Source: an optimization exercise on an open RTL-to-GDS flow (aim: small area, a short achievable clock period and few clock cycles per item). Production flows keep margins and buffers that such runs may drop. No functional check of the RTL was part of any run shown here. Power figures rest on the tool's default switching activity, not on a simulated workload.

==> flow/design.v <==
module ring_monitor #(
    parameter integer N    = 64,
    parameter integer IDXW = 6       
) (
    input  wire            clk,
    input  wire            rst,            
    input  wire            ev_valid,
    output wire            ev_ready,
    input  wire [3:0]      ev_code,
    input  wire            ev_party,       
    input  wire            ev_ring,        
    input  wire [7:0]      ev_index,       
    output reg             done,
    output wire            done_ok,        
    output reg  [IDXW:0]   done_count,     
    output reg             sig_rx,         
    output reg             rx_int_enable,  
    output reg             tx_kick,        
    output reg             reclaim_valid,  
    output wire [IDXW-1:0] reclaim_idx,
    output reg  [6:0]      viol,
    output reg  [15:0]     err_cnt
);
    localparam [3:0] EV_RING_ALLOC     = 4'h0;
    localparam [3:0] EV_RING_FREE      = 4'h1;
    localparam [3:0] EV_RX_HW_COMPLETE = 4'h2;
    localparam [3:0] EV_RX_ADVANCE     = 4'h3;
    localparam [3:0] EV_TX_SUBMIT      = 4'h4;
    localparam [3:0] EV_TX_HW_COMPLETE = 4'h5;
    localparam [3:0] EV_TX_DRAIN       = 4'h6;
    localparam [3:0] EV_RX_OVERRUN     = 4'h7;
    localparam [3:0] EV_TX_UNDERRUN    = 4'h8;
    localparam [3:0] EV_ACCESS         = 4'h9;
    localparam integer V_OWNERSHIP      = 0;
    localparam integer V_HW_NOT_OWNER   = 1;
    localparam integer V_SW_NOT_OWNER   = 2;
    localparam integer V_TX_UNRECLAIMED = 3;
    localparam integer V_NOT_ALLOCATED  = 4;
    localparam integer V_DOUBLE_ALLOC   = 5;
    localparam integer V_BAD_EVENT      = 6;
    localparam [IDXW-1:0] CUR0 = {IDXW{1'b1}};
    reg             v1;
    reg  [10:0]     ev1;        
    reg             party1;
    reg             ring1;
    reg  [IDXW-1:0] idx1;       
    reg             bad1;       
    reg             alloc;
    reg             rx_int_en;
    reg  [IDXW-1:0] rx_cur;     
    reg  [IDXW-1:0] hw_rx;
    reg             rx_wrap;    
    reg  [IDXW-1:0] tx_comp;
    reg  [IDXW-1:0] hw_tx;
    reg  [IDXW-1:0] tx_prod;
    reg             c_wrap;     
    reg             d_wrap;     
    reg             idle;       
    reg             umode;      
    reg             ufin;       
    reg             rst_q;
    assign ev_ready    = idle;
    assign done_ok     = tx_kick;
    assign reclaim_idx = tx_comp;
    wire go = v1 && idle;
    wire rx_eq   = (rx_cur == hw_rx);
    wire rx_none = rx_eq && !rx_wrap;         
    wire rx_all  = rx_eq &&  rx_wrap;         
    wire c_eq    = (tx_comp == hw_tx);
    wire d_eq    = (hw_tx == tx_prod);
    wire o_eq    = (tx_comp == tx_prod);
    wire c_none  = c_eq && !c_wrap;
    wire d_none  = d_eq && !d_wrap;
    wire d_all   = d_eq &&  d_wrap;
    wire o_full  = o_eq && !(c_none && d_none);    
    wire [IDXW-1:0] rx_cur_inc  = rx_cur + 1'b1;
    wire [IDXW-1:0] tx_comp_inc = tx_comp + 1'b1;
    wire [IDXW-1:0] ia   = ring1 ? hw_tx   : rx_cur;
    wire [IDXW-1:0] ib   = ring1 ? tx_prod : hw_rx;
    wire            iw   = ring1 ? d_wrap  : rx_wrap;
    wire            in_iv = (idx1 > ia) ^ (idx1 > ib) ^ iw;
    wire            owner = ring1 ? in_iv : !in_iv;
    wire            under1  = ev1[EV_TX_UNDERRUN];
    wire [IDXW-1:0] s_end   = (!idle ? umode : under1) ? tx_prod : hw_tx;
    wire            s_last  = (tx_comp_inc == s_end);
    always @(posedge clk) begin
        rst_q <= rst;
        begin
            if (ev_ready) begin
                v1     <= ev_valid;
                ev1    <= (ev_code > EV_ACCESS) ? 11'h400 : (11'h1 << ev_code);
                party1 <= ev_party;
                ring1  <= ev_ring;
                idx1   <= ev_index[IDXW-1:0];
                bad1   <= (ev_index[7:IDXW] != 0);
            end
            done          <= 1'b0;
            sig_rx        <= 1'b0;
            rx_int_enable <= 1'b0;
            tx_kick       <= 1'b0;
            reclaim_valid <= 1'b0;
            if (!idle) begin
                if (ufin) begin
                    tx_comp <= CUR0;
                    hw_tx   <= CUR0;
                    tx_prod <= CUR0;
                    c_wrap  <= 1'b0;
                    d_wrap  <= 1'b0;
                    done    <= 1'b1;
                    idle    <= 1'b1;
                end else begin
                    reclaim_valid <= 1'b1;
                    tx_comp       <= tx_comp_inc;
                    done_count    <= done_count + 1'b1;
                    if (s_last) begin
                        if (umode) begin
                            ufin <= 1'b1;
                        end else begin
                            done <= 1'b1;
                            idle <= 1'b1;
                        end
                    end
                end
            end else if (go) begin
                if (ev1[10]) begin
                    viol[V_BAD_EVENT] <= 1'b1;
                    done <= 1'b1;
                end else if (!alloc && !ev1[EV_RING_ALLOC]) begin
                    viol[V_NOT_ALLOCATED] <= 1'b1;
                    done_count <= {(IDXW+1){1'b0}};
                    done <= 1'b1;
                end else begin
                    case (1'b1)
                    ev1[EV_RING_ALLOC]: begin
                        if (alloc) begin
                            viol[V_DOUBLE_ALLOC] <= 1'b1;
                        end else begin
                            rx_cur    <= CUR0;
                            hw_rx     <= CUR0;
                            rx_wrap   <= 1'b0;
                            tx_comp   <= CUR0;
                            hw_tx     <= CUR0;
                            tx_prod   <= CUR0;
                            c_wrap    <= 1'b0;
                            d_wrap    <= 1'b0;
                            rx_int_en <= 1'b1;
                            alloc     <= 1'b1;
                        end
                        done <= 1'b1;
                    end
                    ev1[EV_RING_FREE]: begin
                        alloc     <= 1'b0;
                        rx_int_en <= 1'b0;
                        done      <= 1'b1;
                    end
                    ev1[EV_RX_HW_COMPLETE]: begin
                        if (!rx_all) begin
                            hw_rx   <= hw_rx + 1'b1;
                            if (&hw_rx) rx_wrap <= 1'b1;
                            if (rx_int_en) begin
                                rx_int_en <= 1'b0;
                                sig_rx    <= 1'b1;
                            end
                        end else begin
                            viol[V_HW_NOT_OWNER] <= 1'b1;
                        end
                        done <= 1'b1;
                    end
                    ev1[EV_RX_ADVANCE]: begin
                        if (rx_none) begin
                            viol[V_SW_NOT_OWNER] <= 1'b1;
                        end else begin
                            rx_cur  <= rx_cur_inc;
                            if (&rx_cur) rx_wrap <= 1'b0;
                            if (rx_cur_inc == hw_rx) begin
                                rx_int_en     <= 1'b1;
                                rx_int_enable <= 1'b1;
                            end else begin
                                sig_rx <= 1'b1;
                            end
                        end
                        done <= 1'b1;
                    end
                    ev1[EV_TX_SUBMIT]: begin
                        if (d_all) begin
                        end else if (o_full) begin
                            viol[V_TX_UNRECLAIMED] <= 1'b1;
                        end else begin
                            tx_prod <= tx_prod + 1'b1;
                            if (&tx_prod) d_wrap <= 1'b1;
                            tx_kick <= 1'b1;
                        end
                        done <= 1'b1;
                    end
                    ev1[EV_TX_HW_COMPLETE]: begin
                        if (!d_none) begin
                            hw_tx  <= hw_tx + 1'b1;
                            if (&hw_tx) begin
                                d_wrap <= 1'b0;
                                c_wrap <= 1'b1;
                            end
                        end else begin
                            viol[V_HW_NOT_OWNER] <= 1'b1;
                        end
                        done <= 1'b1;
                    end
                    ev1[EV_TX_DRAIN]: begin
                        done_count <= {{IDXW{1'b0}}, !c_none};
                        c_wrap     <= 1'b0;
                        if (c_none) begin
                            done <= 1'b1;
                        end else begin
                            reclaim_valid <= 1'b1;
                            tx_comp       <= tx_comp_inc;
                            umode         <= 1'b0;
                            ufin          <= 1'b0;
                            if (s_last) done <= 1'b1;
                            else        idle <= 1'b0;
                        end
                    end
                    ev1[EV_RX_OVERRUN]: begin
                        rx_cur    <= CUR0;
                        hw_rx     <= CUR0;
                        rx_wrap   <= 1'b0;
                        rx_int_en <= 1'b1;
                        err_cnt   <= err_cnt + 16'd1;
                        done      <= 1'b1;
                    end
                    ev1[EV_TX_UNDERRUN]: begin
                        err_cnt <= err_cnt + 16'd1;
                        if (o_eq && !o_full) begin
                            tx_comp <= CUR0;
                            hw_tx   <= CUR0;
                            tx_prod <= CUR0;
                            c_wrap  <= 1'b0;
                            d_wrap  <= 1'b0;
                            done    <= 1'b1;
                        end else begin
                            reclaim_valid <= 1'b1;
                            tx_comp       <= tx_comp_inc;
                            umode         <= 1'b1;
                            ufin          <= s_last;
                            idle          <= 1'b0;
                        end
                    end
                    default: begin  
                        if (bad1)
                            viol[V_BAD_EVENT] <= 1'b1;
                        else if (party1 != owner)
                            viol[V_OWNERSHIP] <= 1'b1;
                        done <= 1'b1;
                    end
                    endcase
                end
            end
        end
        if (rst_q) begin
            alloc     <= 1'b0;
            rx_int_en <= 1'b0;
            viol      <= 7'd0;
            err_cnt   <= 16'd0;
        end
        if (rst) begin
            v1            <= 1'b0;
            idle          <= 1'b1;
            done          <= 1'b0;
            sig_rx        <= 1'b0;
            rx_int_enable <= 1'b0;
            tx_kick       <= 1'b0;
            reclaim_valid <= 1'b0;
        end
    end
endmodule
==> flow/flow/run.sh <==
#!/bin/bash
# Own layout flow: the standard layout (standard.sh), with two settings added to config.mk:
#  - port buffers of a plain buffer cell (sky130_fd_sc_hd__buf_2) instead of the delay buffer
#    the resizer picks by default; every input and output port still gets its own buffer;
#  - a larger setup slack margin for repair_timing, so that it aims at a shorter period.
# The clock period, constraints, synthesis, floorplan, power grid and tap cells are unchanged.
set -euo pipefail
cat >> config.mk <<'EOC'
export BUFFER_PORTS_ARGS = -buffer_cell sky130_fd_sc_hd__buf_1
export SETUP_SLACK_MARGIN = 5.55
export CTS_ARGS = -sink_clustering_enable -repair_clock_nets -dont_use_dummy_load -buf_list sky130_fd_sc_hd__clkbuf_8
EOC
bash standard.sh > standard.log 2>&1
==> flow/standard.sh <==
#!/bin/bash
# synth_recipe.tcl (not shown) runs the flow's synth.tcl, then flattens the netlist and writes it again
# the make line also repeats each setting of config.mk as NAME=value (left out here)
make -C /OpenROAD-flow-scripts/flow DESIGN_CONFIG=/design/flow/config.mk WORK_HOME=/design/flow/orfs CLKGATE_MAP_FILE= SYNTH_SCRIPT=/design/flow/synth_recipe.tcl "${@:-finish}"
==> flow/config.mk <==
export PLATFORM = sky130hd
export DESIGN_NAME = ring_monitor
export DESIGN_NICKNAME = ring_monitor
export VERILOG_FILES = /design/flow/design.v
export SDC_FILE = /design/flow/constraint.sdc
export NUM_CORES = 4
export LEC_CHECK = 0
export CAP_MARGIN = 20
export CORE_MARGIN = 2
export CORE_UTILIZATION = 40
export PLACE_DENSITY = 0.6
export SLEW_MARGIN = 20
export BUFFER_PORTS_ARGS = -buffer_cell sky130_fd_sc_hd__buf_1
export SETUP_SLACK_MARGIN = 5.55
export CTS_ARGS = -sink_clustering_enable -repair_clock_nets -dont_use_dummy_load -buf_list sky130_fd_sc_hd__clkbuf_8
==> flow/constraint.sdc <==
create_clock -name core_clock -period 8.0 [get_ports {clk}]
set_input_delay 1.6000 -clock core_clock [delete_from_list [all_inputs] [get_ports {clk}]]
set_output_delay 1.6000 -clock core_clock [all_outputs]
set_load 0.01 [all_outputs]
==> results of run 1 <==
[layout by cell type, fill, tap and decap left out, types with 18 or more instances in the layout]
master	synthesis	layout
sky130_fd_sc_hd__dfxtp_2	0	23
sky130_fd_sc_hd__buf_4	3	74
sky130_fd_sc_hd__buf_6	2	27
sky130_fd_sc_hd__nand2_1	51	51
sky130_fd_sc_hd__xor2_1	38	38
sky130_fd_sc_hd__buf_1	3	18
sky130_fd_sc_hd__nand3_1	31	31
sky130_fd_sc_hd__xnor2_1	31	24
sky130_fd_sc_hd__edfxtp_1	61	61
sky130_fd_sc_hd__ha_1	19	19
sky130_fd_sc_hd__nor2_1	55	54
sky130_fd_sc_hd__a21oi_1	23	22
[path summary, 6_finish.rpt]
| check | to | slack, ns | depth (start not counted) |
|---|---|---|---|
| max reg2reg | ufin$_DFFE_PP_ | 5.58 | 11 |
| min reg2reg | viol[4]$_SDFFE_PP0P_ | 0.48 | 2 |
| min | viol[4]$_SDFFE_PP0P_ | 0.48 | 2 |
| max | ev_ready | 5.43 | 2 |
[sequential cells by signal (all words and copies together), names as in the netlist, 7 cells and up]
name,count
viol,7
err_cnt,16
done_count,7
ev1,10
[through the flow]
stage | area (sq um) | total power [mW]
finish | 6940 | 0.850
global route | 6940 | 0.882
CTS | 6540 | 0.853
detailed placement | 5790 | 0.595
global placement | 5790 | 0.593
floorplan | 5500 | 0.576
[power by group]
group | switching [mW] | internal [mW] | leakage (nW) | total (mW)
Combinational | 0.0357 | 0.0288 | 1.72 | 0.0644
Clock | 0.156 | 0.101 | 0.0647 | 0.257
Sequential | 0.0102 | 0.519 | 0.879 | 0.529
[layer usage]
| metal | share of wire (%) | vias up | track usage (%) |
|---|---|---|---|
| met4 | 3.5 | 0 | 10.3 |
| met5 | 0 | - | 0 |
| met2 | 48 | 131 | 32.4 |
| met1 | 43 | 2190 | 25.6 |
| li1 | - | 2205 | - |
| met3 | 5.0 | 28 | 4.09 |
[critical path: stages (launching register included)]
cell                      delay, ns
sky130_fd_sc_hd__dfxtp_4       0.36
sky130_fd_sc_hd__buf_12        0.13
sky130_fd_sc_hd__buf_6         0.11
[kinds of logic after synthesis]
group	share of synthesized area (%)
adders and majority gates	4.32
DFF	45.3
AOI/OAI and AO/OA	9.37
xor gates and xnor gates	11.8
buffers and inverters	3.66
and+or+nand+nor	21.7
muxes	3.91
[repair_timing]
item                       CTS  global route
pin swaps                    1            12
cloned                       1             0
setup endpoints to repair   85            88
buffers inserted            45            32
gates resized for setup     85            40
[final cells by class]
| class | count | area [sq um] |
|---|---|---|
| Sequential cell | 94 | 2540 |
| Fill cell | 1218 | 6410 |
| Tap cell | 176 | 220 |
| Clock buffer | 9 | 124 |
| Timing Repair Buffer | 138 | 1080 |
| Inverter | 10 | 41.3 |
| Multi-Input combinational cell | 415 | 2940 |
==> results.yml, run 1 <==
clock_tree:
  numClockSinks: 94
  cts.path.max_buffers: 2
  clk_root_buffer_cell: "sky130_fd_sc_hd__clkbuf_8"
  post_cts_hold_buffer_count: 0
  cts_buffers: 9
  number_of_h_tree_levels: 3
  cts_tree: "built"
  cts.clk_slew.worst_paths_ns: 0.09
  insertion_delay_of_the_later_clocked_pin_in_the_worst_skew_pair_ns: 0.38
placed_design:
  dpl.cell_count: 755
  place_hpwl_mm: 9.61
  dpl_worst_slack_ns: 5.14
  globalplace.congestion: 0.886
  placement.io_buffers: 59
die:
  initial_core_utilization_pct: 41.2
  floorplan.core_area_sq_um: 13300
  top_level_ports: 60
  die_area_sq_um: 14700
  die_y_um: 121
  die_width_um: 121
  fp-row-count: 42
synthesis:
  ys_seq_area_share_pct: 45.3
  syn_nets: 589
  post_synth_inst_count: 553
  synth_enable_flop_cells: 61
  yosys.cell_types.count: 62
  synth_ff_type: "sky130_fd_sc_hd__edfxtp_1"
  yosysMostFrequentCell: "sky130_fd_sc_hd__edfxtp_1"
  yosys_warnings: 1
  post_syn_area_per_cell_sq_um: 9.95
  post-synth-top-area-cell: "sky130_fd_sc_hd__edfxtp_1"
  postSynthRegisterBits: 94
  synth_top_cells_by_area: "sky130_fd_sc_hd__edfxtp_1, sky130_fd_sc_hd__dfxtp_1, sky130_fd_sc_hd__xor2_1, sky130_fd_sc_hd__xnor2_1, sky130_fd_sc_hd__ha_1"
  synth.cells.most_frequent: "sky130_fd_sc_hd__edfxtp_1, sky130_fd_sc_hd__nor2_1, sky130_fd_sc_hd__nand2_1"
  synth_area_sq_um: 5500
  async_set_reset_flop_share_out_of_synthesis_pct: 0
  top_area_cell_type_share_of_the_netlist_area_pct: 33.3
worst_setup_path:
  worst_ep_arrival_time_ns: 0.97
  cp_data_required_time_ns: 6.40
  start_kind: "flop"
  rr_startpoint: "idle$_SDFF_PP1_"
  critPathKind: "flop to output port"
  crit_path_max_fanout: 2
  worst_setup_path_end_kind: "output port"
  crit_start: "idle$_SDFF_PP1_"
drt:
  route.final.wire_length_mm: 14.7
  detailed_route_via_count: 4554
  count_of_routing_violations_after_the_opening_detailed_route_iteration: 281
  dr.pass1.iters: 4
  drc: 0
  drt-wirelength-per-cell_um: 17.4
  route.antenna.remaining_nets: 0
  via_per_inst: 5.41
power_and_ir_drop:
  p_leak_nw: 2.66
  power_per_standard_cell_area_nw_per_um2: 123
  vdd.ir_drop.worst_mv: 0.0695
layout:
  n_antenna_cell: 0
  area_growth_synth_to_finish_pct: 26.0
  final_util_pct: 52.0
  finalNetCount: 704
  layoutNonFillerInstCount: 842
  fraction_of_layout_cells_with_a_size_suffix_above_1_pct: 28.4
sta:
  fmax_mhz: 389
  setup_viol: 0
  final_hold_viol_count: 0
  finalClockSkew_ns: 0.0253
  tns_ns: 0
  worst_slew_margin_rel_pct: 37.0
  setup_ws_ns: 5.43
  share_of_the_clock_period_used_by_the_worst_path_pct: 32.1
  holdWs_ns: 0.481
  layout_min_cycle_time_ns: 2.57
  timing.final.max_slew_violations: 0
  grt_setup_unrepaired: "true"
  tightest_slew_ns: 0.944
run:
  maxCapViolations: 0
global_routing:
  grt_start_max_net_pins: 27
  global_route_wire_length_before_repair_mm: 22.8
  vias_in_the_first_global_route: 4450
  grt_antenna_before_repair: 0
  grt_util_all_layers_pct: 20.1
  grt-ovfl-total: 0
worst_hold_path:
  hold_path.class: "flop to flop"
  hold_start: "viol[4]$_SDFFE_PP0P_"
run_status:
  outcome: "finished clean"
==> inputs of run 2 (changes only) <==
--- a/flow/flow/run.sh
+++ b/flow/flow/run.sh
@@ -8,5 +8,5 @@
 cat >> config.mk <<'EOC'
 export BUFFER_PORTS_ARGS = -buffer_cell sky130_fd_sc_hd__buf_1
-export SETUP_SLACK_MARGIN = 5.55
+export SETUP_SLACK_MARGIN = 5.4
 export CTS_ARGS = -sink_clustering_enable -repair_clock_nets -dont_use_dummy_load -buf_list sky130_fd_sc_hd__clkbuf_8
 EOC
--- a/flow/config.mk
+++ b/flow/config.mk
@@ -12,4 +12,4 @@
 export SLEW_MARGIN = 20
 export BUFFER_PORTS_ARGS = -buffer_cell sky130_fd_sc_hd__buf_1
-export SETUP_SLACK_MARGIN = 5.55
+export SETUP_SLACK_MARGIN = 5.4
 export CTS_ARGS = -sink_clustering_enable -repair_clock_nets -dont_use_dummy_load -buf_list sky130_fd_sc_hd__clkbuf_8
==> results.yml, run 2 <==
worst_setup_path:
  worst-path-buf-inv: 2
  critPathMaxStageDelay_ns: 0.38
  worstPathCellList: "buf_12 -> clkbuf_2"
  rr_startpoint: "hw_tx[2]$_SDFFCE_PP1P_"
  critPathSlowestCell: "sky130_fd_sc_hd__dfxtp_4"
  critPathKind: "flop to output port"
  cp_data_required_time_ns: 6.40
  crit_family: "flip-flops"
  crit_start: "idle$_SDFF_PP1_"
  crit_path_max_fanout: 9
  start_kind: "flop"
  worst_ep_arrival_time_ns: 1.02
  worst_setup_path_end_kind: "output port"
sta:
  final_hold_viol_count: 0
  finalClockSkew_ns: 0.0267
  holdWs_ns: 0.473
  tightest_slew_ns: 0.975
  fmax_mhz: 382
  tns_ns: 0
  layout_min_cycle_time_ns: 2.62
  worst_slew_margin_rel_pct: 34.9
  timing.final.max_slew_violations: 0
  share_of_the_clock_period_used_by_the_worst_path_pct: 32.8
  setup_viol: 0
  grt_setup_unrepaired: "true"
die:
  fp-row-count: 42
  floorplan.core_area_sq_um: 13300
  top_level_ports: 60
  initial_core_utilization_pct: 41.2
  die_width_um: 121
  die_area_sq_um: 14700
  die_y_um: 121
drt:
  via_per_inst: 5.42
  drc: 0
  drt-wirelength-per-cell_um: 17.0
  route.antenna.remaining_nets: 0
  dr.pass1.iters: 4
  detailed_route_via_count: 4317
  route.final.wire_length_mm: 13.6
  count_of_routing_violations_after_the_opening_detailed_route_iteration: 234
synthesis:
  yosys_warnings: 1
  postSynthRegisterBits: 94
  post_synth_inst_count: 553
  top_area_cell_type_share_of_the_netlist_area_pct: 33.3
  ys_seq_area_share_pct: 45.3
  async_set_reset_flop_share_out_of_synthesis_pct: 0
  post-synth-top-area-cell: "sky130_fd_sc_hd__edfxtp_1"
  synth_enable_flop_cells: 61
  syn_nets: 589
  synth_ff_type: "sky130_fd_sc_hd__edfxtp_1"
  yosysMostFrequentCell: "sky130_fd_sc_hd__edfxtp_1"
  synth_area_sq_um: 5500
  post_syn_area_per_cell_sq_um: 9.95
  synth_top_cells_by_area: "sky130_fd_sc_hd__edfxtp_1, sky130_fd_sc_hd__dfxtp_1, sky130_fd_sc_hd__xor2_1, sky130_fd_sc_hd__xnor2_1, sky130_fd_sc_hd__ha_1"
  yosys.cell_types.count: 62
  synth.cells.most_frequent: "sky130_fd_sc_hd__edfxtp_1, sky130_fd_sc_hd__nor2_1, sky130_fd_sc_hd__nand2_1"
worst_hold_path:
  hold_path.class: "flop to flop"
  hold_start: "viol[4]$_SDFFE_PP0P_"
clock_tree:
  cts_tree: "built"
  numClockSinks: 94
  post_cts_hold_buffer_count: 0
  clk_root_buffer_cell: "sky130_fd_sc_hd__clkbuf_8"
  number_of_h_tree_levels: 3
  cts_buffers: 9
  cts.clk_slew.worst_paths_ns: 0.09
  cts.path.max_buffers: 2
  insertion_delay_of_the_later_clocked_pin_in_the_worst_skew_pair_ns: 0.39
global_routing:
  globalRouteMet3Util_pct: 3.57
  use_met1_pct: 25.6
  grt_antenna_before_repair: 0
  grt_most_used_layer: "met2"
  vias_in_the_first_global_route: 4254
  global_route_wire_length_before_repair_mm: 21.8
  grt.met2_usage_pct: 30.2
  grt_util_all_layers_pct: 19.2
  grt-ovfl-total: 0
  grt_start_max_net_pins: 27
power_and_ir_drop:
  power.clock.fraction_pct: 30.3
  vdd.ir_drop.worst_mv: 0.0711
  power_per_standard_cell_area_nw_per_um2: 135
  overall_power_of_the_completed_layout_mw: 0.844
  power.share.combinational_pct: 6.9
  p_int_mw: 0.646
  switching_part_of_the_total_power_pct: 23.5
  p_leak_nw: 2.21
  sequentialPowerShare_pct: 62.7
  netSwitchingPower_mw: 0.199
layout:
  reg_top3: "err_cnt: 16 flops, ev1: 10 flops"
  area_of_the_multi_input_gates_sq_um: 2830
  area_growth_synth_to_finish_pct: 13.5
  fraction_of_layout_cells_with_a_size_suffix_above_1_pct: 12.1
  top_register: "err_cnt"
  n_antenna_cell: 0
  final-seq-area_sq_um: 2510
  finalNetCount: 659
  final_cell_mix: "sky130_fd_sc_hd__edfxtp_1, sky130_fd_sc_hd__buf_1, sky130_fd_sc_hd__nor2_1"
  largest_reg_flops: 16
  layout_commonest_cell: "sky130_fd_sc_hd__edfxtp_1"
  layout.filler_cells: 1286
placed_design:
  place_hpwl_mm: 9.61
  placement.io_buffers: 59
  globalplace.congestion: 0.886
run_status:
  outcome: "finished clean"
run:
  maxCapViolations: 0
## run 2: cell counts after synthesis
Identical to the previous run, type by type.
## run 2: logic make-up after synthesis
family          after synthesis  synth area share [%]
flops                        94                  45.3
mux                          20                  3.91
simple gates                224                  21.7
buf+inv                      44                  3.66
fa+ha+maj                    19                  4.32
xor+xnor                     71                  11.8
compound gates               81                  9.37
## run 2: power groups by stage
stage	clock network [mW]	logic [mW]	registers [mW]
after detailed placement	0	0.0514	0.543
after CTS	0.264	0.0569	0.530
final	0.256	0.0587	0.530
after floorplan	0	0.0393	0.536
after global placement	0	0.0499	0.543
after global routing	0.282	0.0652	0.531
## run 2: final cells by class
class	count	area share, %
well taps	176	3.52
clock buffers	9	1.98
repair buffers	93	8.49
flip-flops and latches	94	40.1
multi-input cells	415	45.3
inverters	10	0.601
## run 2: metrics by stage
| step | utilization, % | std cells | area, sq um | worst slack, ns |
|---|---|---|---|---|
| finish | 46.8 | 797 | 6250 | 5.38 |
| global route | 46.8 | 797 | 6250 | 5.35 |
| CTS | 46.0 | 786 | 6140 | 5.17 |
| detailed placement | 43.4 | 755 | 5790 | 5.14 |
| global placement | 43.4 | 755 | 5790 | 5.21 |
| floorplan | - | 553 | 5500 | 5.56 |
## run 2: worst paths after layout
kind              slack, ns              endpoint  cells after the start
hold / removal         0.47  viol[4]$_SDFFE_PP0P_                      2
setup / recovery       5.38              ev_ready                      2
setup reg to reg       5.48  viol[0]$_SDFFE_PP0P_                      8
hold reg to reg        0.47  viol[4]$_SDFFE_PP0P_                      2
## run 2: layer usage
| layer | share of wire [%] | vias to the layer above |
|---|---|---|
| met5 | 0 | - |
| met4 | 2.7 | 0 |
| met3 | 4.5 | 24 |
| met2 | 47 | 100 |
| met1 | 45 | 2078 |
| li1 | - | 2115 |
## run 2: repair_timing
action / 4_1_cts / 5_1_grt
pin swaps: 0 / 1
gates cloned: 1 / 0
resized for setup: 7 / 12
setup endpoints to repair: 29 / 35
setup buffers: 21 / 11
## run 2: tightest hold or removal path: cells and delay by family, from the launching register on
kind	cells	cell delay (ns)
AO/OA/AOI/OAI	1	0.04
flip-flops	1	0.33
AND/OR/NAND/NOR	1	0.07
==> inputs of run 3 (changes only) <==
--- a/flow/design.v
+++ b/flow/design.v
@@ -41,5 +41,5 @@
     localparam [IDXW-1:0] CUR0 = {IDXW{1'b1}};
     reg             v1;
-    reg  [10:0]     ev1;        
+    reg  [3:0]      code1;
     reg             party1;
     reg             ring1;
@@ -56,12 +56,12 @@
     reg             c_wrap;     
     reg             d_wrap;     
-    reg             idle;       
+    reg             busy;       
     reg             umode;      
     reg             ufin;       
     reg             rst_q;
-    assign ev_ready    = idle;
+    assign ev_ready    = !(v1 && busy);
     assign done_ok     = tx_kick;
     assign reclaim_idx = tx_comp;
-    wire go = v1 && idle;
+    wire go = v1 && !busy;
     wire rx_eq   = (rx_cur == hw_rx);
     wire rx_none = rx_eq && !rx_wrap;         
@@ -79,18 +79,32 @@
     wire [IDXW-1:0] ib   = ring1 ? tx_prod : hw_rx;
     wire            iw   = ring1 ? d_wrap  : rx_wrap;
-    wire            in_iv = (idx1 > ia) ^ (idx1 > ib) ^ iw;
+    wire            in_iv = (idx1 >= ia) ^ (idx1 >= ib) ^ iw;
     wire            owner = ring1 ? in_iv : !in_iv;
-    wire            under1  = ev1[EV_TX_UNDERRUN];
-    wire [IDXW-1:0] s_end   = (!idle ? umode : under1) ? tx_prod : hw_tx;
+    wire            under1  = (code1 == EV_TX_UNDERRUN);
+    wire [IDXW-1:0] s_end   = (busy ? umode : under1) ? tx_prod : hw_tx;
     wire            s_last  = (tx_comp_inc == s_end);
     always @(posedge clk) begin
         rst_q <= rst;
-        begin
+        if (rst_q) begin
+            alloc     <= 1'b0;
+            rx_int_en <= 1'b0;
+            viol      <= 7'd0;
+            err_cnt   <= 16'd0;
+        end
+        if (rst) begin
+            v1            <= 1'b0;
+            busy          <= 1'b0;
+            done          <= 1'b0;
+            sig_rx        <= 1'b0;
+            rx_int_enable <= 1'b0;
+            tx_kick       <= 1'b0;
+            reclaim_valid <= 1'b0;
+        end else begin
             if (ev_ready) begin
                 v1     <= ev_valid;
-                ev1    <= (ev_code > EV_ACCESS) ? 11'h400 : (11'h1 << ev_code);
+                code1  <= ev_code;
                 party1 <= ev_party;
                 ring1  <= ev_ring;
-                idx1   <= ev_index[IDXW-1:0];
+                idx1   <= ev_index[IDXW-1:0] - 1'b1;
                 bad1   <= (ev_index[7:IDXW] != 0);
             end
@@ -100,5 +114,5 @@
             tx_kick       <= 1'b0;
             reclaim_valid <= 1'b0;
-            if (!idle) begin
+            if (busy) begin
                 if (ufin) begin
                     tx_comp <= CUR0;
@@ -108,5 +122,5 @@
                     d_wrap  <= 1'b0;
                     done    <= 1'b1;
-                    idle    <= 1'b1;
+                    busy    <= 1'b0;
                 end else begin
                     reclaim_valid <= 1'b1;
@@ -118,19 +132,19 @@
                         end else begin
                             done <= 1'b1;
-                            idle <= 1'b1;
+                            busy <= 1'b0;
                         end
                     end
                 end
             end else if (go) begin
-                if (ev1[10]) begin
+                if (code1 > EV_ACCESS) begin
                     viol[V_BAD_EVENT] <= 1'b1;
                     done <= 1'b1;
-                end else if (!alloc && !ev1[EV_RING_ALLOC]) begin
+                end else if (!alloc && code1 != EV_RING_ALLOC) begin
                     viol[V_NOT_ALLOCATED] <= 1'b1;
                     done_count <= {(IDXW+1){1'b0}};
                     done <= 1'b1;
                 end else begin
-                    case (1'b1)
-                    ev1[EV_RING_ALLOC]: begin
+                    case (code1)
+                    EV_RING_ALLOC: begin
                         if (alloc) begin
                             viol[V_DOUBLE_ALLOC] <= 1'b1;
@@ -149,10 +163,10 @@
                         done <= 1'b1;
                     end
-                    ev1[EV_RING_FREE]: begin
+                    EV_RING_FREE: begin
                         alloc     <= 1'b0;
                         rx_int_en <= 1'b0;
                         done      <= 1'b1;
                     end
-                    ev1[EV_RX_HW_COMPLETE]: begin
+                    EV_RX_HW_COMPLETE: begin
                         if (!rx_all) begin
                             hw_rx   <= hw_rx + 1'b1;
@@ -167,5 +181,5 @@
                         done <= 1'b1;
                     end
-                    ev1[EV_RX_ADVANCE]: begin
+                    EV_RX_ADVANCE: begin
                         if (rx_none) begin
                             viol[V_SW_NOT_OWNER] <= 1'b1;
@@ -182,5 +196,5 @@
                         done <= 1'b1;
                     end
-                    ev1[EV_TX_SUBMIT]: begin
+                    EV_TX_SUBMIT: begin
                         if (d_all) begin
                         end else if (o_full) begin
@@ -193,5 +207,5 @@
                         done <= 1'b1;
                     end
-                    ev1[EV_TX_HW_COMPLETE]: begin
+                    EV_TX_HW_COMPLETE: begin
                         if (!d_none) begin
                             hw_tx  <= hw_tx + 1'b1;
@@ -205,5 +219,5 @@
                         done <= 1'b1;
                     end
-                    ev1[EV_TX_DRAIN]: begin
+                    EV_TX_DRAIN: begin
                         done_count <= {{IDXW{1'b0}}, !c_none};
                         c_wrap     <= 1'b0;
@@ -216,8 +230,8 @@
                             ufin          <= 1'b0;
                             if (s_last) done <= 1'b1;
-                            else        idle <= 1'b0;
-                        end
-                    end
-                    ev1[EV_RX_OVERRUN]: begin
+                            else        busy <= 1'b1;
+                        end
+                    end
+                    EV_RX_OVERRUN: begin
                         rx_cur    <= CUR0;
                         hw_rx     <= CUR0;
@@ -227,5 +241,5 @@
                         done      <= 1'b1;
                     end
-                    ev1[EV_TX_UNDERRUN]: begin
+                    EV_TX_UNDERRUN: begin
                         err_cnt <= err_cnt + 16'd1;
                         if (o_eq && !o_full) begin
@@ -241,5 +255,5 @@
                             umode         <= 1'b1;
                             ufin          <= s_last;
-                            idle          <= 1'b0;
+                            busy          <= 1'b1;
                         end
                     end
@@ -255,19 +269,4 @@
             end
         end
-        if (rst_q) begin
-            alloc     <= 1'b0;
-            rx_int_en <= 1'b0;
-            viol      <= 7'd0;
-            err_cnt   <= 16'd0;
-        end
-        if (rst) begin
-            v1            <= 1'b0;
-            idle          <= 1'b1;
-            done          <= 1'b0;
-            sig_rx        <= 1'b0;
-            rx_int_enable <= 1'b0;
-            tx_kick       <= 1'b0;
-            reclaim_valid <= 1'b0;
-        end
     end
 endmodule
==> flow/run.sh (new file) <==
#!/bin/bash
# synth_recipe.tcl (not shown) runs the flow's synth.tcl, then flattens the netlist and writes it again
# the make line also repeats each setting of config.mk as NAME=value (left out here)
make -C /OpenROAD-flow-scripts/flow DESIGN_CONFIG=/design/flow/config.mk WORK_HOME=/design/flow/orfs CLKGATE_MAP_FILE= SYNTH_SCRIPT=/design/flow/synth_recipe.tcl finish
==> flow/config.mk (replaced) <==
export PLATFORM = sky130hd
export DESIGN_NAME = ring_monitor
export DESIGN_NICKNAME = ring_monitor
export VERILOG_FILES = /design/flow/design.v
export SDC_FILE = /design/flow/constraint.sdc
export NUM_CORES = 4
export LEC_CHECK = 0
export CAP_MARGIN = 20
export CORE_MARGIN = 2
export CORE_UTILIZATION = 40
export CTS_BUF_LIST = sky130_fd_sc_hd__clkbuf_8
export PLACE_DENSITY = 0.6
export SETUP_SLACK_MARGIN = 5
export SLEW_MARGIN = 20
removed: flow/flow/run.sh
removed: flow/standard.sh
==> results.yml, run 3 <==
synthesis:
  synth_top_cells_by_area: "sky130_fd_sc_hd__edfxtp_1, sky130_fd_sc_hd__dfxtp_1, sky130_fd_sc_hd__xnor2_1, sky130_fd_sc_hd__ha_1, sky130_fd_sc_hd__nand2_1"
  yosysMostFrequentCell: "sky130_fd_sc_hd__nand2_1"
  synth_compound_gate_area_share_pct: 12.6
  async_set_reset_flop_share_out_of_synthesis_pct: 0
  top_area_cell_type_share_of_the_netlist_area_pct: 31.5
  post-synth-top-area-cell: "sky130_fd_sc_hd__edfxtp_1"
  synthSimpleGateAreaFrac_pct: 18.6
  synth_ff_type: "sky130_fd_sc_hd__edfxtp_1"
  postSynthRegisterBits: 88
  ys_seq_area_share_pct: 44.0
  post_syn_area_per_cell_sq_um: 9.60
  synth_enable_flop_cells: 55
  post_synth_mux_area_share_pct: 4.15
  synth_xor_xnor_area_share_pct: 11.3
  yosys.cell_types.count: 61
  synth_top_family_by_area: "simple AND/OR/NAND/NOR gates"
  yosys_warnings: 1
  synth.cells.most_frequent: "sky130_fd_sc_hd__nand2_1, sky130_fd_sc_hd__edfxtp_1, sky130_fd_sc_hd__xnor2_1"
  syn_nets: 586
  synth_adder_area_share_pct: 5.24
  post_synth_inst_count: 547
  synth_area_sq_um: 5250
drt:
  count_of_routing_violations_after_the_opening_detailed_route_iteration: 243
  route.final.wire_length_mm: 12.3
  drc: 0
  detailed_route_via_count: 4114
  dr.pass1.iters: 5
  drt-wirelength-per-cell_um: 15.8
  via_per_inst: 5.27
  route.antenna.remaining_nets: 0
worst_hold_path:
  hold_start: "viol[3]$_DFF_P_"
  hold-path-endpoint: "viol[3]$_DFF_P_"
  hold_path.class: "flop to flop"
  hold_depth: 2
clock_tree:
  number_of_h_tree_levels: 3
  cts_tree: "built"
  cts_buffers: 9
  post_cts_hold_buffer_count: 0
  cts.clk_slew.worst_paths_ns: 0.08
  cts.path.max_buffers: 2
  insertion_delay_of_the_later_clocked_pin_in_the_worst_skew_pair_ns: 0.38
  numClockSinks: 88
  clk_root_buffer_cell: "sky130_fd_sc_hd__clkbuf_8"
power_and_ir_drop:
  p_leak_nw: 2.16
  vdd.ir_drop.worst_mv: 0.135
  power_per_standard_cell_area_nw_per_um2: 139
  overall_power_of_the_completed_layout_mw: 0.883
worst_setup_path:
  crit_path_max_fanout: 14
  worst_ep_arrival_time_ns: 3.06
  worst-path-buf-inv: 2
  crit_family: "simple AND/OR/NAND/NOR gates"
  critPathMaxStageDelay_ns: 0.53
  cp_data_required_time_ns: 8.01
  critPathKind: "input pin to flop"
  start_kind: "input pin"
  worstPathCellList: "clkdlybuf4s15_2 -> nor3b_4 -> buf_4 -> nand3b_1 -> nor3_2"
  reg2regPathDepth: 10
  ff2ff_setup_slack_ns: 5.03
  worst_setup_path_end_kind: "flop"
  worstReg2RegEnd: "d_wrap$_SDFFCE_PP0P_"
  rr_startpoint: "code1[0]$_DFFE_PP_"
  critPathSlowestCell: "sky130_fd_sc_hd__nor3_2"
die:
  die_area_sq_um: 14100
  fp-row-count: 41
  top_level_ports: 60
  initial_core_utilization_pct: 41.3
  die_width_um: 119
  floorplan.core_area_sq_um: 12700
  die_y_um: 119
layout:
  n_antenna_cell: 0
  reg_top3: "err_cnt: 16 flops, done_count: 7 flops, viol: 7 flops"
  fraction_of_layout_cells_with_a_size_suffix_above_1_pct: 11.2
  final_cell_mix: "sky130_fd_sc_hd__nand2_1, sky130_fd_sc_hd__clkdlybuf4s50_1, sky130_fd_sc_hd__edfxtp_1"
  top_register: "err_cnt"
  layoutNonFillerInstCount: 781
  finalNetCount: 643
  layout_commonest_cell: "sky130_fd_sc_hd__nand2_1"
  area_growth_synth_to_finish_pct: 21.1
  largest_reg_flops: 16
  final_util_pct: 50.0
sta:
  setup_viol: 0
  layout_min_cycle_time_ns: 3.05
  fmax_mhz: 328
  share_of_the_clock_period_used_by_the_worst_path_pct: 38.1
  worst_slew_margin_rel_pct: 29.0
  tightest_slew_ns: 1.06
  final_hold_viol_count: 0
  grt_setup_unrepaired: "true"
  finalClockSkew_ns: 0.0115
  timing.final.max_slew_violations: 0
  holdWs_ns: 0.454
  tns_ns: 0
global_routing:
  grt_util_all_layers_pct: 18.0
  grt_start_max_net_pins: 22
  grt-ovfl-total: 0
  grt_antenna_before_repair: 0
  global_route_wire_length_before_repair_mm: 20.2
  vias_in_the_first_global_route: 3980
run_status:
  outcome: "finished clean"
placed_design:
  dpl.cell_count: 750
  globalplace.congestion: 0.833
  placement.io_buffers: 59
  place_hpwl_mm: 8.93
run:
  maxCapViolations: 0
-- run 3: timing repair --
item	4_1_cts	5_1_grt
gates resized for setup	19	10
endpoints found under the setup margin	65	38
setup buffers	14	1
pin swaps	1	0
-- run 3: cells by family (layout without fill, tap and decap cells) --
logic type | after synthesis | in the layout
XOR/XNOR | 68 | 68
multiplexers | 20 | 20
AND/OR/NAND/NOR | 196 | 196
buffers and inverters | 51 | 113
AO/OA/AOI/OAI | 102 | 102
adder cells (fa/ha/maj) | 22 | 22
flip-flops | 88 | 88
-- run 3: routing by layer --
metal	GRT usage [%]	part of all wire [%]
met5	0	0
met3	4.78	4.7
met1	23.7	46
met2	29.4	48
met4	4.54	0.94
-- run 3: layout make-up --
class                   count  area (sq um)
well taps                 172           215
fillers                  1222          6360
clock inverters             4          43.8
repair buffers             76           722
inverters                  21          78.8
flip-flops and latches     88          2330
clock buffers              12           165
multi-input cells         408          2810
-- run 3: worst max path at each step --
stage / to / start / cells past startpoint
final: hw_rx[4]$_SDFFCE_PN1P_ / rst / 5
after global routing: d_wrap$_SDFFCE_PP0P_ / code1[0]$_DFFE_PP_ / 10
after CTS: ev_ready / v1$_SDFFE_PP0N_ / 2
after detailed placement: err_cnt[12]$_DFF_P_ / rst / 7
after global placement: err_cnt[5]$_DFF_P_ / rst / 7
after floorplan: rx_cur[0]$_SDFFCE_PN1P_ / rst / 3
-- run 3: per-stage QoR --
| step | setup slack, ns | cell area [sq um] |
|---|---|---|
| 3_3_place_gp | 3.57 | 5940 |
| 6_report | 4.95 | 6360 |
| 2_1_floorplan | 5.07 | 5260 |
| 3_5_place_dp | 3.47 | 5950 |
| 5_1_grt | 4.86 | 6360 |
| 4_1_cts | 5.00 | 6310 |
-- run 3: power by group --
part | internal [mW] | switching (mW)
Clock | 0.168 | 0.154
Sequential | 0.486 | 0.00817
Combinational | 0.0321 | 0.0347
-- run 3: worst reg2reg max path, cell delays in order (launching register included) --
cell                       delay [ns]
sky130_fd_sc_hd__edfxtp_1        0.46
sky130_fd_sc_hd__nor4_4          0.36
sky130_fd_sc_hd__inv_1           0.11
sky130_fd_sc_hd__ha_1            0.32
sky130_fd_sc_hd__inv_1           0.20
sky130_fd_sc_hd__nand3_1         0.15
sky130_fd_sc_hd__a21oi_1         0.24
sky130_fd_sc_hd__nand3b_1        0.10
sky130_fd_sc_hd__o22ai_1         0.26
sky130_fd_sc_hd__nand2_1         0.17
sky130_fd_sc_hd__a221oi_1        0.30

[static timing again, ports no longer ideal]
How much do the figures lean on ideal ports? The routed layouts below were timed once more, with nothing changed but the port constraints. Step 1 sets driving cells, clkbuf_16 on the clock port and buf_2 on the other inputs (assumed; they add their load-dependent delay and slew). Step 2, shift: input delay + t, output delay - t, t = (earliest + latest rising clock arrival at the registers) / 2. This alone moves slack from input paths to output paths. Three values: ideal, step 1, step 2; two values: the first two.
run | shift t [ns] | slack for setup (ns) | hold WS [ns] | slew at the worst register clock pin (ns) | worst slew at a driven data input, ns
run 1 | 0.406 | 5.428 / 5.392 / 5.409 | 0.481 / 0.481 / 0.481 | 0.10 / 0.10 | 0.03
run 2 | 0.409 | 5.379 / 5.343 / 5.393 | 0.473 / 0.473 / 0.473 | 0.09 / 0.09 | 0.03
run 3 | 0.406 | 4.955 / 4.961 / 4.555 | 0.454 / 0.454 / 0.454 | 0.09 / 0.09 | 0.04
After both steps setup and hold are still met in every run listed. For run 3, which loses most, drivers alone change the setup slack by +0.006 ns; drivers and shift together by -0.400 ns.
